Background: an optimization exercise with open tools, aiming at small area. Do not read the settings as production practice.
Only simulation tests tie the RTL to the original design; equivalence was not proved.
Power is estimated from default activity; no workload was simulated.

==> zinc <==
Design voice_filter, start of the top module:
module voice_filter (
    input  wire        clk,
    input  wire        rst,        
    input  wire        start,
    input  wire [31:0] x,
    input  wire        topo,       
    input  wire [1:0]  ftype,      
    input  wire [31:0] a0,
    input  wire [31:0] a1,
    input  wire [31:0] a2,
    input  wire [31:0] b1,
    input  wire [31:0] b2,
    input  wire [31:0] f1,
    input  wire [31:0] q,
    output reg         done,
    output wire [31:0] y
);
export LEC_CHECK = 0
export CAP_MARGIN = 20
export CORE_MARGIN = 2
export CORE_UTILIZATION = 40
export SLEW_MARGIN = 20
export BUFFER_PORTS_ARGS = -buffer_cell sky130_fd_sc_hd__buf_1
export CTS_ARGS = -sink_clustering_enable -repair_clock_nets -dont_use_dummy_load -sink_clustering_size 12 -sink_clustering_max_diameter 100 -buf_list {sky130_fd_sc_hd__clkbuf_8}
create_clock -name core_clock -period 22.0 [get_ports {clk}]
standard.sh (not shown) runs the stock make flow with config.mk's settings and CLKGATE_MAP_FILE= SYNTH_SCRIPT=/design/flow/synth_recipe.tcl, a recipe that flattens the netlist after the stock synthesis.
==> flow/flow/run.sh <==
#!/bin/bash
# The standard layout (the standard.sh, standard synthesis included),
# with two changes: the buffer that placement puts on every input and output
# port is sky130_fd_sc_hd__buf_1, and clock tree synthesis adds no dummy
# loads, and its sink clusters and buffers are set below.
set -euo pipefail
cd "$(dirname "$0")/.."
cat >> config.mk <<'MK'
export BUFFER_PORTS_ARGS = -buffer_cell sky130_fd_sc_hd__buf_1
export CTS_ARGS = -sink_clustering_enable -repair_clock_nets -dont_use_dummy_load -sink_clustering_size 12 -sink_clustering_max_diameter 100 -buf_list {sky130_fd_sc_hd__clkbuf_8}
MK
bash standard.sh finish > standard_flow.log 2>&1
==> delta (differences from zinc) <==
--- a/flow/design.v
+++ b/flow/design.v
@@ -176,34 +176,31 @@
             S_A0:    fin = rdy && (bnan || nanF || binf || yinf || bzero || y_zero);
             S_LH:    fin = rdy;
             default: fin = 1'b0;
         endcase
     end
     reg [3:0] st_n, pc_n;
-    reg       pc_inc, pc_zero;
     always @(*) begin
         st_n = st;
         pc_n = pc;
-        pc_inc = 1'b0;
-        pc_zero = 1'b0;
         if (fin && (c_dest == D_NONE || c_dest == D_ACC) && !c_last)
-            begin pc_n = pc + 4'd1; pc_inc = 1'b1; end
+            pc_n = pc + 4'd1;
         case (st)
-            S_IDLE:  if (start) begin pc_n = 4'd0; pc_zero = 1'b1; st_n = S_MLOAD; end
+            S_IDLE:  if (start) begin pc_n = 4'd0; st_n = S_MLOAD; end
             S_MLOAD: if (rdy) st_n = S_MIT;
             S_MIT:   if (cnt == 5'd11 && !(nanF || infF)) st_n = S_NORM;
             S_NORM:  if (!(n_r1a || n_und || n_left)) st_n = S_ROUND;
             S_A0:    if (a0go && !y_zero && !bzero)
                          st_n = ($signed({2'b00, bex}) > EH) ? S_SW1 : S_A1;
             S_SW1:   st_n = S_SW2;
             S_SW2:   if (rdy) st_n = S_A1;
             S_A1:    st_n = (eff_sub && (cnt == 5'd0) && !swapped && sum[28]) ? S_SW1 : S_ALIGN;
             S_ALIGN: if (al_add) st_n = S_NORM;
             S_WR:    if (hs == dslot) begin
                          if (c_last) st_n = S_IDLE;
-                         else begin pc_n = pc + 4'd1; pc_inc = 1'b1; st_n = n_first; end
+                         else begin pc_n = pc + 4'd1; st_n = n_first; end
                      end
             S_UPDX:  if (hs == dslot) st_n = S_UPD0;
             S_UPD0:  if (hs == dslot) st_n = S_IDLE;
             default: ;
         endcase
         if (fin) begin
@@ -211,13 +208,13 @@
             else if (c_dest == D_Y1)                 st_n = S_UPDX;
             else if (c_last)                         st_n = S_IDLE;
             else                                     st_n = n_first;
         end
         if (rst) st_n = S_IDLE;
     end
-    wire [15:0] cur_n = pc_zero ? prog(topo, ftype, 4'd0) : pc_inc ? nxt : cur;
+    wire [15:0] cur_n = prog(topo, ftype, pc_n);
     wire [3:0]  bsel_n = (st_n == S_MIT) ? cur_n[9:6] :
                          (st_n == S_UPDX) ? B_X :
                          (st_n == S_SW1 || st_n == S_WR || st_n == S_UPD0) ? B_R : cur_n[13:10];
     always @(posedge clk) begin
         st  <= st_n;
         pc  <= pc_n;
==> flow/flow/run.sh (replaced) <==
#!/bin/bash
# The standard layout (the standard.sh, standard synthesis included),
# with two changes: the buffer that placement puts on every input and output
# port is sky130_fd_sc_hd__buf_1, and clock tree synthesis adds no dummy
# loads, and its sink clusters and buffers are set below.
set -euo pipefail
cd "$(dirname "$0")/.."
cat >> config.mk <<'MK'
export BUFFER_PORTS_ARGS = -buffer_cell sky130_fd_sc_hd__buf_1
export CTS_ARGS = -sink_clustering_enable -repair_clock_nets -dont_use_dummy_load -sink_clustering_size 16 -sink_clustering_max_diameter 120 -buf_list {sky130_fd_sc_hd__clkbuf_16}
MK
bash standard.sh finish > standard_flow.log 2>&1
CTS_ARGS = -sink_clustering_enable -repair_clock_nets -dont_use_dummy_load -sink_clustering_size 16 -sink_clustering_max_diameter 120 -buf_list {sky130_fd_sc_hd__clkbuf_16}   (was -sink_clustering_enable -repair_clock_nets -dont_use_dummy_load -sink_clustering_size 12 -sink_clustering_max_diameter 100 -buf_list {sky130_fd_sc_hd__clkbuf_8})
==> xenon (differences from zinc) <==
==> flow/flow/run.sh (replaced) <==
#!/bin/bash
# The standard layout (the standard.sh, standard synthesis included),
# with two changes: the buffer that placement puts on every input and output
# port is sky130_fd_sc_hd__buf_1, and clock tree synthesis adds no dummy
# loads, and its sink clusters and buffers are set below.
set -euo pipefail
cd "$(dirname "$0")/.."
cat >> config.mk <<'MK'
export BUFFER_PORTS_ARGS = -buffer_cell sky130_fd_sc_hd__buf_1
export CTS_ARGS = -sink_clustering_enable -repair_clock_nets -dont_use_dummy_load -sink_clustering_size 10 -sink_clustering_max_diameter 130 -buf_list {sky130_fd_sc_hd__clkbuf_8}
MK
bash standard.sh finish > standard_flow.log 2>&1
CTS_ARGS = -sink_clustering_enable -repair_clock_nets -dont_use_dummy_load -sink_clustering_size 10 -sink_clustering_max_diameter 130 -buf_list {sky130_fd_sc_hd__clkbuf_8}   (was -sink_clustering_enable -repair_clock_nets -dont_use_dummy_load -sink_clustering_size 12 -sink_clustering_max_diameter 100 -buf_list {sky130_fd_sc_hd__clkbuf_8})
==> run_results.csv <==
group,metric,value,unit
status,status,"timing/DRC/antenna clean",
global_routing,grt_pass1_wl,115000,um
yosys,synth_common_cells,"230 x dfxtp_1, 219 x nand2_1, 156 x inv_1",
layout,seq_cell_count,337,
routing,via_per_inst,6.26,
layout,seq_share,35.5,%
routing,drt-initial-drc-count,2532,
floorplan,die_w,225,um
global_routing,grt_pass1_vias,17700,
yosys,ys_seq_elements,337,
Source of the figures above: delta

==> run_results.csv <==
group,metric,value,unit
status,status,"timing/DRC/antenna clean",
layout,seq_cell_count,338,
layout,final_common_cell,"buf_1",
global_routing,grt_pass1_vias,17800,
global_routing,grt_pass1_wl,111000,um
setup_path,end_kind,"flip-flop",
routing,drt-initial-drc-count,2353,
floorplan,die_w,225,um
layout,seq_share,36.2,%
routing,via_per_inst,6.30,
yosys,synth_common_cells,"231 x dfxtp_1, 200 x nand2_1, 141 x inv_1",
Source of the figures above: zinc

==> run_results.csv <==
group,metric,value,unit
layout,seq_cell_count,338,
layout,seq_share,36.1,%
global_routing,grt_pass1_wl,112000,um
status,status,"timing/DRC/antenna clean",
global_routing,grt_pass1_vias,17900,
power,pg_comb,1.50,mW
yosys,synth_common_cells,"231 x dfxtp_1, 200 x nand2_1, 141 x inv_1",
routing,drt-initial-drc-count,2238,
yosys,ys_seq_elements,338,
floorplan,die_w,225,um
setup_path,reg2reg_slack,14.22,ns
Source of the figures above: xenon

[re-timing with driven ports]
How much do the figures lean on ideal ports? The routed layouts below were timed once more, with nothing changed but the port constraints.
Step 1 assumes that a clkbuf_16 drives the clock port and a buf_2 every other input.
Step 2 moves the port delays by t, midway between the first and last clock arrival at a register: inputs arrive t later, outputs are due t later. That takes back most of the time a late clock gives input paths.
Slacks: ideal / step 1 / step 2; pairs: ideal / step 1.
| run | t, ns | setup WS [ns] | worst setup path at the end | pins driven straight from the clock port |
|---|---|---|---|---|
| zinc | 0.641 | 11.458 / 11.489 / 10.849 | input to register | 1 |
| delta | 0.619 | 11.772 / 11.802 / 11.184 | input to register | 1 |
| xenon | 0.653 | 11.472 / 11.498 / 10.845 | input to register | 1 |
After both steps setup and hold are still met in every run listed. The setup slack of xenon, which loses most, moves by +0.026 ns with the drivers and by -0.627 ns with both steps.
